This design comes from an exercise in tuning for small area, a short achievable clock period and few clock cycles per item on the open sky130 flow, not from production work.
Where RTL was checked, it was by simulation tests only, not by an equivalence proof against the original.
Power and IR drop assume default switching activity.

## before
==> flow/design.v (excerpt) <==
module gf2_rank (
    input  wire         clk,
    input  wire         rst,
    input  wire         start,
    input  wire [4:0]   rows_in,
    input  wire [5:0]   cols_in,
    output wire         ready,
    input  wire         row_valid,
    input  wire [31:0]  row_in,       
    output wire         row_ready,
    output reg          done,
    output wire [2:0]   err,
    output wire [5:0]   rank_out
);
    localparam NMAX = 32;
    localparam [NMAX-1:0] CUT = (32'd1 << 3) | (32'd1 << 9) | (32'd1 << 15) | (32'd1 << 21) | (32'd1 << 27);
    localparam FIRST = 3;              
    reg        loading;                    
    reg  [4:0] rem;                        
    reg        bad_r;                      
    reg        bad_q;                      
    reg  [4:0] cnt;                        
    reg  [4:0] rank_q;                     
    reg  [NMAX-1:0] valid;                 
    reg  [5:0] n_r;                        
    reg        init;                       
    reg        rdy;                        
    assign ready     = rdy;
    assign row_ready = loading;
    assign err       = {1'b0, bad_q, bad_q};
    assign rank_out  = {1'b0, rank_q};
    wire take      = row_valid & loading;
    wire take_last = take & (rem == 5'd1);
    wire flush     = rst | start;
    wire [NMAX*(NMAX+1)-1:0] rbus;
    wire [NMAX:0] lbus, pbus, ebus;
    assign rbus[NMAX-1:0] = row_in;
    assign lbus[0] = take;
    assign pbus[0] = take;
    assign ebus[0] = take_last;
    wire [NMAX-1:0] fin_v, now_v, pre_v;
    genvar c;
    generate
        for (c = 0; c < NMAX; c = c + 1) begin : col
            wire [NMAX-1:0] rin;
            wire            lin, pin, ein;
            if (c > 0 && CUT[c]) begin : pipe
                reg [NMAX-1:0] r;
                reg            l, p, e;
                always @(posedge clk) begin
                    r <= rbus[NMAX*c +: NMAX];
                    if (flush) begin
                        l <= 1'b0;
  ...
For scale: about 2,300 cells after synthesis, ~660 flip-flops, about 59 I/O pins, ~29,000 um^2 of cells after synthesis.
Settings: LEC_CHECK=0, CAP_MARGIN=20, CORE_MARGIN=2, CORE_UTILIZATION=50, CTS_BUF_LIST=sky130_fd_sc_hd__clkbuf_8, CTS_CLUSTER_DIAMETER=50, CTS_CLUSTER_SIZE=20, SLEW_MARGIN=20; clock period 12.0 ns.
standard.sh (not shown) runs the stock make flow with config.mk's settings and CLKGATE_MAP_FILE= SYNTH_SCRIPT=/design/flow/synth_recipe.tcl, a recipe that flattens the netlist after the stock synthesis.
==> flow/flow/run.sh <==
#!/bin/bash
set -euo pipefail
bash standard.sh SETUP_SLACK_MARGIN=8.35 "BUFFER_PORTS_ARGS=-buffer_cell sky130_fd_sc_hd__buf_2" finish > make_finish.log 2>&1
before finished end to end and its layout was clean on timing, DRC and antenna.
Testbench counts of before, summed over its fixed seeds: cycles 12,029, items 960.
Here is what was changed in the inputs of after compared with before.
Settings: clearing CTS_CLUSTER_SIZE, which used to be 20; clearing CTS_CLUSTER_DIAMETER, which used to be 50.
### Flow results
The clock period minus worst slack of after was inferior to that of before.
Total power: after above before
Comparing before and after, the higher via count was measured on after.
On static leakage: between before and after, it ends up lower for before.

* * *

Starting RTL as in the previous note.
==> flow/config.mk <==
export PLATFORM = sky130hd
export DESIGN_NAME = gf2_rank
export DESIGN_NICKNAME = gf2_rank
export VERILOG_FILES = /design/flow/design.v
export SDC_FILE = /design/flow/constraint.sdc
export NUM_CORES = 4
export LEC_CHECK = 0
export CAP_MARGIN = 20
export CORE_MARGIN = 2
export CORE_UTILIZATION = 65
export CTS_BUF_LIST = sky130_fd_sc_hd__clkbuf_8
export CTS_CLUSTER_DIAMETER = 80
export CTS_CLUSTER_SIZE = 16
export SLEW_MARGIN = 20
==> flow/constraint.sdc <==
create_clock -name core_clock -period 12.0 [get_ports {clk}]
set_input_delay 2.4000 -clock core_clock [delete_from_list [all_inputs] [get_ports {clk}]]
set_output_delay 2.4000 -clock core_clock [all_outputs]
set_load 0.01 [all_outputs]
Scripts as last shown in full above: flow/flow/run.sh
The first run passed the timing, design-rule and antenna checks.
Testbench counts at the start, summed over its fixed seeds: cycles 12,029, items 960.
Then changed:
==> flow/flow/run.sh (replaced) <==
#!/bin/bash
set -euo pipefail
bash standard.sh SETUP_SLACK_MARGIN=8.5 "BUFFER_PORTS_ARGS=-buffer_cell sky130_fd_sc_hd__buf_2" finish > make_finish.log 2>&1
- CORE_UTILIZATION: 65 -> 50
- CTS_BUF_LIST: sky130_fd_sc_hd__clkbuf_8 -> sky130_fd_sc_hd__clkbuf_16
- CTS_CLUSTER_SIZE: 16 -> 20
What happened: The changed run completed with no timing, DRC or antenna violations. Via count decreases by about 1.9%. Routed wire length decreases by 1.3%. Sequential power hardly moves. Setup slack gets better by 0.073 ns. Register-to-register slack gets better by 0.15 ns. Worst hold slack gets better by 0.0044 ns.
Then changed:
==> flow/flow/run.sh (replaced) <==
#!/bin/bash
set -euo pipefail
bash standard.sh SETUP_SLACK_MARGIN=8.35 "BUFFER_PORTS_ARGS=-buffer_cell sky130_fd_sc_hd__buf_2" finish > make_finish.log 2>&1
- CTS_BUF_LIST: sky130_fd_sc_hd__clkbuf_16 -> sky130_fd_sc_hd__clkbuf_8
- CTS_CLUSTER_SIZE: 20 -> 16
=> Global-route usage increases by 0.22 points. Total power decreases by 6.2%. Non-clock buffer count decreases by 15. Final cell count is about the same.
Then changed:
==> flow/run.sh (new file) <==
#!/bin/bash
# synth_recipe.tcl (not shown) runs the flow's synth.tcl, then flattens the netlist and writes it again
# the make line also repeats each setting of config.mk as NAME=value (left out here)
make -C /OpenROAD-flow-scripts/flow DESIGN_CONFIG=/design/flow/config.mk WORK_HOME=/design/flow/orfs CLKGATE_MAP_FILE= SYNTH_SCRIPT=/design/flow/synth_recipe.tcl finish
- SETUP_SLACK_MARGIN: not set -> 5
removed: flow/flow/run.sh
removed: flow/standard.sh
Core utilization decreases by 0.31 points.
Die area does not change.
Combinational power decreases by about 4%.
Global-route usage decreases by 0.34 points.
Total power decreases by 0.66%.
Fmax decreases by 30%.
Critical path depth stays the same.
Sequential power barely changes.
Cell count decreases by 0.47%.
Synthesized area stays the same.
Final area decreases by 0.55%.
Then changed:
==> flow/flow/run.sh (new file) <==
#!/bin/bash
set -euo pipefail
bash standard.sh SETUP_SLACK_MARGIN=8.5 "BUFFER_PORTS_ARGS=-buffer_cell sky130_fd_sc_hd__buf_2" finish > make_finish.log 2>&1
==> flow/standard.sh (new file) <==
#!/bin/bash
# synth_recipe.tcl (not shown) runs the flow's synth.tcl, then flattens the netlist and writes it again
# the make line also repeats each setting of config.mk as NAME=value (left out here)
make -C /OpenROAD-flow-scripts/flow DESIGN_CONFIG=/design/flow/config.mk WORK_HOME=/design/flow/orfs CLKGATE_MAP_FILE= SYNTH_SCRIPT=/design/flow/synth_recipe.tcl "${@:-finish}"
- CTS_BUF_LIST: sky130_fd_sc_hd__clkbuf_8 -> sky130_fd_sc_hd__clkbuf_16
- CTS_CLUSTER_SIZE: 16 -> 30
- SETUP_SLACK_MARGIN: 5 -> not set
removed: flow/run.sh
Final area climbs by 2.5%; power climbs by 7.2%; maximum frequency climbs by 46%; worst setup slack is better by 1.6 ns; clock power climbs by 26%; first-iteration DRC count climbs by 23%; sequential power hardly moves.
Then changed:
==> flow/flow/run.sh (replaced) <==
#!/bin/bash
set -euo pipefail
bash standard.sh SETUP_SLACK_MARGIN=8.45 "BUFFER_PORTS_ARGS=-buffer_cell sky130_fd_sc_hd__buf_2" finish > make_finish.log 2>&1
- CTS_BUF_LIST: sky130_fd_sc_hd__clkbuf_16 -> sky130_fd_sc_hd__clkbuf_8
- CTS_CLUSTER_SIZE: 30 -> 16
The new run finished with timing, DRC and antenna clean.
Wire length went up slightly.
Synthesized area stays the same.
Clock-buffer cell count went up by 11.
Register-to-register slack is better by 0.05 ns.
Final area went down slightly.
Combinational power hardly moves.
Power went down by a few percent.
Core utilization went down by 0.79 points.
Sequential share of layout area went up by 0.85 points.
Clock power went down by about a fifth.
Maximum frequency is about the same.

* * *

gf2_rank, a different RTL version from the one above (not shown whole).
Size in the first run: about 2300 cells after synthesis, ~59 I/O pins.
export LEC_CHECK = 0
export CAP_MARGIN = 20
export CORE_MARGIN = 2
export CORE_UTILIZATION = 50
export CTS_BUF_LIST = sky130_fd_sc_hd__clkbuf_8
export SLEW_MARGIN = 20
create_clock -name core_clock -period 12.0 [get_ports {clk}]
==> flow/flow/run.sh <==
#!/bin/bash
set -euo pipefail
bash standard.sh SETUP_SLACK_MARGIN=8.35 "BUFFER_PORTS_ARGS=-buffer_cell sky130_fd_sc_hd__buf_2" finish > make_finish.log 2>&1
Then changed:
==> flow/flow/run.sh (replaced) <==
#!/bin/bash
set -euo pipefail
bash standard.sh SETUP_SLACK_MARGIN=8.45 "BUFFER_PORTS_ARGS=-buffer_cell sky130_fd_sc_hd__buf_2" finish > make_finish.log 2>&1
--- a/flow/config.mk
+++ b/flow/config.mk
@@ -11,2 +11,4 @@
 export CTS_BUF_LIST = sky130_fd_sc_hd__clkbuf_8
+export CTS_CLUSTER_DIAMETER = 80
+export CTS_CLUSTER_SIZE = 16
 export SLEW_MARGIN = 20
Combinational power rose by about 8%; final area rose by 0.76%; routed wire length rose by 4.4%; critical path depth does not change; worst setup slack improves by 0.067 ns; count of clock-buffer cells in the layout fell by 82; via count is about the same.
No run of this note included a check of the RTL's function; only the layout flow was run.

## port drivers added, routing unchanged
No port has a modelled driver above. Below, the same layouts with a new extraction and two added sets of constraints.
Step 1 assumes that a clkbuf_16 drives the clock port and a buf_2 every other input.
Step 2 adds t to the input delays and takes it off the output delays; t is the mean of the earliest and latest rising clock arrival at the registers after step 1. Input paths then give back, and output paths get back, about the clock's delay inside the block.
Three values: no drivers, after step 1, after step 2; two values: the first two.
run	t (ns)	slack for setup (ns)	worst hold slack (ns)
before	0.734	8.410 / 8.385 / 7.708	0.458 / 0.458 / 0.458
after	0.738	8.385 / 8.376 / 7.679	0.442 / 0.442 / 0.442
the first run of note 2	0.703	8.381 / 8.389 / 7.686	0.448 / 0.448 / 0.448
the second run of note 2	0.641	8.454 / 8.439 / 7.798	0.453 / 0.453 / 0.453
the third run of note 2	0.714	8.387 / 8.396 / 7.707	0.436 / 0.436 / 0.436
the fourth run of note 2	0.704	6.862 / 6.890 / 6.186	0.442 / 0.442 / 0.442
the fifth run of note 2	0.638	8.480 / 8.477 / 7.848	0.457 / 0.457 / 0.457
the sixth run of note 2	0.710	8.470 / 8.414 / 7.833	0.452 / 0.452 / 0.452
the first run of note 3	0.725	8.014 / 8.014 / 7.730	0.448 / 0.448 / 0.448
the second run of note 3	0.718	8.081 / 8.081 / 7.835	0.453 / 0.453 / 0.453
After both steps every run listed still meets setup and hold. The setup slack of after, which loses most, moves by -0.009 ns with the drivers and by -0.706 ns with both steps.
